This is an optimization exercise on Yosys and OpenROAD, whose aim is small area, not a production implementation.
Function was checked by simulation only, so behaviour that the tests miss may differ from the original.
Power and IR drop assume default switching activity.

==> inputs of run a <==
Design aia_ief, start of the top module:
module aia_ief (
    input  wire       clk,
    input  wire       rst,           
    input  wire [5:0] btn_n,         
    input  wire [3:0] enc,           
    input  wire       ir_in,         
    input  wire [2:0] host_op,       
    output reg  [7:0] host_rsp,      
    output wire       evt_pending    
);
Settings: LEC_CHECK=0, CAP_MARGIN=20, CORE_MARGIN=2, CORE_UTILIZATION=40, PLACE_DENSITY=0.6, SLEW_MARGIN=20; clock period 10.0 ns.
standard.sh (not shown) runs the stock make flow with config.mk's settings and CLKGATE_MAP_FILE= SYNTH_SCRIPT=/design/flow/synth_recipe.tcl, a recipe that flattens the netlist after the stock synthesis.
==> flow/flow/run.sh <==
#!/bin/bash
# Layout flow: the standard ORFS flow (standard.sh's make call and
# synth_recipe.tcl) with three changes that only affect area:
#  * synthesis maps the logic with an area-oriented ABC script (area.abc)
#    and without full/half-adder extraction (ADDER_MAP_FILE empty); the
#    registers are mapped before ABC and are the same as in the standard
#    synthesis;
#  * the port buffers use the smallest buffer cell (buf_1);
#  * the clock tree uses clkbuf_8 and no dummy loads.
# Logs: flow_make.log (ORFS make, with per-step logs in orfs/logs/),
# write_def.log (final DEF export).
set -euo pipefail
W=$(pwd)
F=$W/flow

# synthesis script: synth_recipe.tcl with the abc call pointed at area.abc
{
  printf 'proc abc {args} {\n'
  printf '  set i [lsearch -exact $args -script]\n'
  printf '  if {$i >= 0} { lset args [expr {$i + 1}] $::env(AREA_ABC_SCRIPT) }\n'
  printf '  yosys abc {*}$args\n'
  printf '}\n'
  cat "$W/synth_recipe.tcl"
} > "$W/area_synth.tcl"
export AREA_ABC_SCRIPT="$F/area.abc"

# standard.sh's make call, with our synthesis script and settings
MAKELINE=$(grep '^make -C' "$W/standard.sh" | sed -e 's/ "\${@:-finish}"$//' \
  -e "s|SYNTH_SCRIPT=[^ ]*|SYNTH_SCRIPT=$W/area_synth.tcl|")
eval "$MAKELINE" ADDER_MAP_FILE= \
  '"BUFFER_PORTS_ARGS=-buffer_cell sky130_fd_sc_hd__buf_1"' \
  '"CTS_ARGS=-sink_clustering_enable -repair_clock_nets -buf_list sky130_fd_sc_hd__clkbuf_8 -dont_use_dummy_load"' \
  finish > "$W/flow_make.log" 2>&1

# final DEF, as standard.sh writes it
R=$(ls -d "$W"/orfs/results/*/aia_ief/base)
: # left out here: write the final layout as DEF
==> flow/flow/area.abc <==
strash
&get -n
&deepsyn -I 10 -J 50
&put
dch -f
map -a
strash
dch -f
map -a
strash
dch -f
map -a
strash
dch -f
map -a
strash
dch -f
map -a
topo
==> inputs of run b, as changes to run a <==
--- a/flow/design.v
+++ b/flow/design.v
@@ -73,25 +73,41 @@
                 7'h74:   cmd_map = 7'h40;
                 7'h75:   cmd_map = 7'h41;
                 7'h34:   cmd_map = 7'h42;
                 7'h33:   cmd_map = 7'h43;
                 default: cmd_map = 7'h00;
             endcase
         end
     endfunction
+    function [2:0] h_class;              
+        input [5:0] hv;
+        begin
+            case (hv)
+                6'd9, 6'd10, 6'd11, 6'd12, 6'd13, 6'd14:
+                    h_class = 3'b001;
+                6'd18, 6'd19, 6'd20, 6'd21, 6'd22, 6'd23,
+                6'd24, 6'd25, 6'd26, 6'd27, 6'd28, 6'd29:
+                    h_class = 3'b010;
+                6'd42, 6'd43, 6'd44, 6'd45, 6'd46, 6'd47,
+                6'd48, 6'd49, 6'd50, 6'd51, 6'd52, 6'd53:
+                    h_class = 3'b100;
+                default:
+                    h_class = 3'b000;
+            endcase
+        end
+    endfunction
     wire cap     = ie && !op_init && (ir_busy ? (ir_prev ^ ir_in) : (ir_prev & ~ir_in));
     wire ir_l0   = (ir_l == 6'd0);
     wire ir_lw   = (ir_l == L_49);
     wire ir_hs   = (ir_h[9:6] == 4'd0);
-    wire [5:0] h = ir_h[5:0];
-    wire is_zero = ir_hs && (h >= 6'd9)  && (h <= 6'd14);            
-    wire is_one  = ir_hs && (h >= 6'd18) && (h <= 6'd29);            
-    wire is_lead = ir_hs && (((h >= 6'd42) && (h <= 6'd53)) ||
-                             ((h == 6'd54) && ir_l0));               
+    wire [2:0] hc = h_class(ir_h[5:0]);
+    wire is_zero = ir_hs && hc[0];                                   
+    wire is_one  = ir_hs && hc[1];                                   
+    wire is_lead = ir_hs && (hc[2] || (ir_h[5:0] == 6'd54 && ir_l0));  
     wire ir_tmo  = ir_h[9] & ir_h[8] & ir_h[5];                      
     wire last    = sr[0];
     wire [6:0] ir_code = cmd_map(sr[7:1]);
     wire addr_ok = !is_one && (sr[11:8] == 4'b0001);
     wire post_ir = cap && !ir_prev && (ir_st == IR_BIT) && is_zero && last &&
                    (sr[11:8] == 4'b0001) && (ir_code != 7'd0);
     always @(posedge clk) begin
         ir_prev <= ir_in;
==> flow/run.sh (new file) <==
#!/bin/bash
# synth_recipe.tcl (not shown) runs the flow's synth.tcl, then flattens the netlist and writes it again
# the make line also repeats each setting of config.mk as NAME=value (left out here)
make -C /OpenROAD-flow-scripts/flow DESIGN_CONFIG=/design/flow/config.mk WORK_HOME=/design/flow/orfs CLKGATE_MAP_FILE= SYNTH_SCRIPT=/design/flow/synth_recipe.tcl finish
removed: flow/flow/run.sh
removed: flow/flow/area.abc
removed: flow/standard.sh
==> inputs of run c, as changes to run a <==
--- a/flow/design.v
+++ b/flow/design.v
@@ -36,18 +36,17 @@
     reg        pcif;
     reg [9:0]  pc_prev;
     reg [1:0]  st;
     reg [5:0]  cand;
     reg [13:0] cnt_r;                
     reg [19:0] tot_r;                
     reg        tot_hi;               
     reg [1:0]  quad_a, quad_b;
-    reg [2:0]  blips_a, blips_b;
-    reg        kinit;
+    reg [2:0]  blips_a, blips_b;     
     reg [6:0]  evt;
     wire       op_init = (host_op == OP_INIT);
     wire [5:0] m       = ~btn_n;
     wire       m_any   = (btn_n != 6'h3f);
     wire       btn_chg = (btn_n != pc_prev[5:0]);
     wire       enc_chg = (enc != pc_prev[9:6]);
     wire       chg     = btn_chg | enc_chg;
     assign evt_pending = (evt != 7'd0);
@@ -219,44 +218,45 @@
                 if (b == 3'b101) knob = 5'b01_000;
                 else             knob = {2'b00, b - 3'd1};
             end
             if (q == 2'd0) knob[2:0] = 3'd0;
         end
     endfunction
     wire [1:0] q_a = {enc[1], enc[1] ^ enc[0]};
     wire [1:0] q_b = {enc[3], enc[3] ^ enc[2]};
+    wire       kinit = (blips_a != 3'b100);   
     wire [4:0] k_a = knob(q_a, quad_a, blips_a);
     wire [4:0] k_b = knob(q_b, quad_b, blips_b);
     always @(posedge clk) begin
         pc_prev <= {enc, btn_n};
         if (st != DB_REL)
             cand <= m;
         cnt_r  <= cnt_n ^ CNT_P;
         tot_r  <= tot_n ^ TOT_P;
         tot_hi <= (st == DB_QUAL) && !btn_chg && cnt_db && tot_db1;
         if (rst) begin
             pcif    <= 1'b0;
             st      <= PC_IDLE;
-            blips_a <= 3'd0;
+            blips_a <= 3'b100;
             blips_b <= 3'd0;
-            kinit   <= 1'b0;
         end else if (op_init) begin
             pcif <= 1'b0;
             st   <= PC_IDLE;
         end else begin
             pcif <= (pcif && !clr) || (ie && chg);
             st   <= st_n;
             if (sample) begin
                 quad_a <= q_a;
                 quad_b <= q_b;
-                kinit  <= 1'b1;
                 if (kinit) begin
                     blips_a <= k_a[2:0];
                     blips_b <= k_b[2:0];
+                end else begin
+                    blips_a <= 3'd0;
                 end
             end
         end
     end
     reg [6:0] evt_n;
     always @(*) begin
         evt_n = (host_op == OP_POP) ? 7'd0 : evt;
         if (!op_init) begin
==> flow/flow/area.abc (replaced) <==
strash
&get -n
&deepsyn -I 10 -J 50
&put
dc2
dch -f
map -a
strash
dc2
dch -f
map -a
strash
dc2
dch -f
map -a
strash
dc2
dch -f
map -a
strash
dch -f
map -a
topo
==> inputs of run d, as changes to run a <==
--- a/flow/design.v
+++ b/flow/design.v
@@ -36,18 +36,17 @@
     reg        pcif;
     reg [9:0]  pc_prev;
     reg [1:0]  st;
     reg [5:0]  cand;
     reg [13:0] cnt_r;                
     reg [19:0] tot_r;                
     reg        tot_hi;               
     reg [1:0]  quad_a, quad_b;
-    reg [2:0]  blips_a, blips_b;
-    reg        kinit;
+    reg [2:0]  blips_a, blips_b;     
     reg [6:0]  evt;
     wire       op_init = (host_op == OP_INIT);
     wire [5:0] m       = ~btn_n;
     wire       m_any   = (btn_n != 6'h3f);
     wire       btn_chg = (btn_n != pc_prev[5:0]);
     wire       enc_chg = (enc != pc_prev[9:6]);
     wire       chg     = btn_chg | enc_chg;
     assign evt_pending = (evt != 7'd0);
@@ -219,44 +218,45 @@
                 if (b == 3'b101) knob = 5'b01_000;
                 else             knob = {2'b00, b - 3'd1};
             end
             if (q == 2'd0) knob[2:0] = 3'd0;
         end
     endfunction
     wire [1:0] q_a = {enc[1], enc[1] ^ enc[0]};
     wire [1:0] q_b = {enc[3], enc[3] ^ enc[2]};
+    wire       kinit = (blips_a != 3'b100);   
     wire [4:0] k_a = knob(q_a, quad_a, blips_a);
     wire [4:0] k_b = knob(q_b, quad_b, blips_b);
     always @(posedge clk) begin
         pc_prev <= {enc, btn_n};
         if (st != DB_REL)
             cand <= m;
         cnt_r  <= cnt_n ^ CNT_P;
         tot_r  <= tot_n ^ TOT_P;
         tot_hi <= (st == DB_QUAL) && !btn_chg && cnt_db && tot_db1;
         if (rst) begin
             pcif    <= 1'b0;
             st      <= PC_IDLE;
-            blips_a <= 3'd0;
+            blips_a <= 3'b100;
             blips_b <= 3'd0;
-            kinit   <= 1'b0;
         end else if (op_init) begin
             pcif <= 1'b0;
             st   <= PC_IDLE;
         end else begin
             pcif <= (pcif && !clr) || (ie && chg);
             st   <= st_n;
             if (sample) begin
                 quad_a <= q_a;
                 quad_b <= q_b;
-                kinit  <= 1'b1;
                 if (kinit) begin
                     blips_a <= k_a[2:0];
                     blips_b <= k_b[2:0];
+                end else begin
+                    blips_a <= 3'd0;
                 end
             end
         end
     end
     reg [6:0] evt_n;
     always @(*) begin
         evt_n = (host_op == OP_POP) ? 7'd0 : evt;
         if (!op_init) begin
==> flow/flow/area.abc (replaced) <==
strash
&get -n
&deepsyn -I 10 -J 50
&put
dch -f
amap
strash
dch -f
amap
topo
==> notes <==
- Between run a and run c, the lower die area is in run c (gap about 1.5%, measured against run c).
- Combinational power, highest first: run b, run d, run a, run c.
- Run b completed without violations. Run d completed with no timing, DRC or antenna violations. Run c finished clean. Run a finished clean.
- Against run c, the final area of run d is smaller by 0.34%.
- Critical path depth is the same in run a and run c.
- The highest synthesized cell count belongs to run b, the lowest to run d.
- Against run a, the fmax of run c is smaller by about 5%.
==> figures <==
                                                                 run a           run d           run c            run b
Path length in cells of the critical path                            7               7               7                4
Combined area of the multi-input logic cells              0.00151 mm^2    0.00152 mm^2    0.00151 mm^2     0.00254 mm^2
Number of unique standard cell types used by synthesis              29              43              31               71
Critical path's most frequent cell                               buf_1           buf_1               -  clkdlybuf4s50_1
Final wirelength                                               8.10 mm         7.90 mm         7.87 mm          10.7 mm
Detailed Route Iter0 Violations                                    163             222             206              205
Starting Density                                                 0.408           0.414           0.415            0.408
Crit path buffers/inverters                                          3               3               4                2
Outcome                                                 finished clean  finished clean  finished clean   finished clean
Count of multi-input combinational gates                           308             286             314              378
Leakage component of the power                                 1.51 nW         1.48 nW         1.54 nW          2.14 nW
Total power divided by cell area                           160 mW/mm^2     169 mW/mm^2     160 mW/mm^2      183 mW/mm^2
Minimum setup slack in the final design                        4.79 ns         4.46 ns         4.52 ns          3.97 ns
Fin area                                                  0.00455 mm^2    0.00445 mm^2    0.00447 mm^2     0.00575 mm^2

static timing again, ports no longer ideal:
No port has a modelled driver above. Below, the same layouts with a new extraction and two added sets of constraints.
Step 1: set_driving_cell puts a clkbuf_16 on clk and a buf_2 on each other input, an assumption about the parent block.
Step 2 moves the port delays by t, midway between the first and last clock arrival at a register: inputs arrive t later, outputs are due t later. That takes back most of the time a late clock gives input paths.
a / b / c = no drivers / after step 1 / after step 2; a / b = the first two.
| run | t (ns) | setup slack, ns | clock arrival spread, ns | worst data-port slew with drivers (ns) |
|---|---|---|---|---|
| run a | 0.382 | 4.786 / 4.765 / 4.675 | 0.023 / 0.024 | 0.03 |
| run b | 0.389 | 3.966 / 3.944 / 3.944 | 0.008 / 0.008 | 0.05 |
| run c | 0.374 | 4.518 / 4.461 / 4.461 | 0.017 / 0.017 | 0.06 |
| run d | 0.379 | 4.456 / 4.432 / 4.133 | 0.020 / 0.020 | 0.04 |
After both steps every run listed still meets setup and hold. For run d, which loses most, drivers alone change the setup slack by -0.024 ns; drivers and shift together by -0.323 ns.
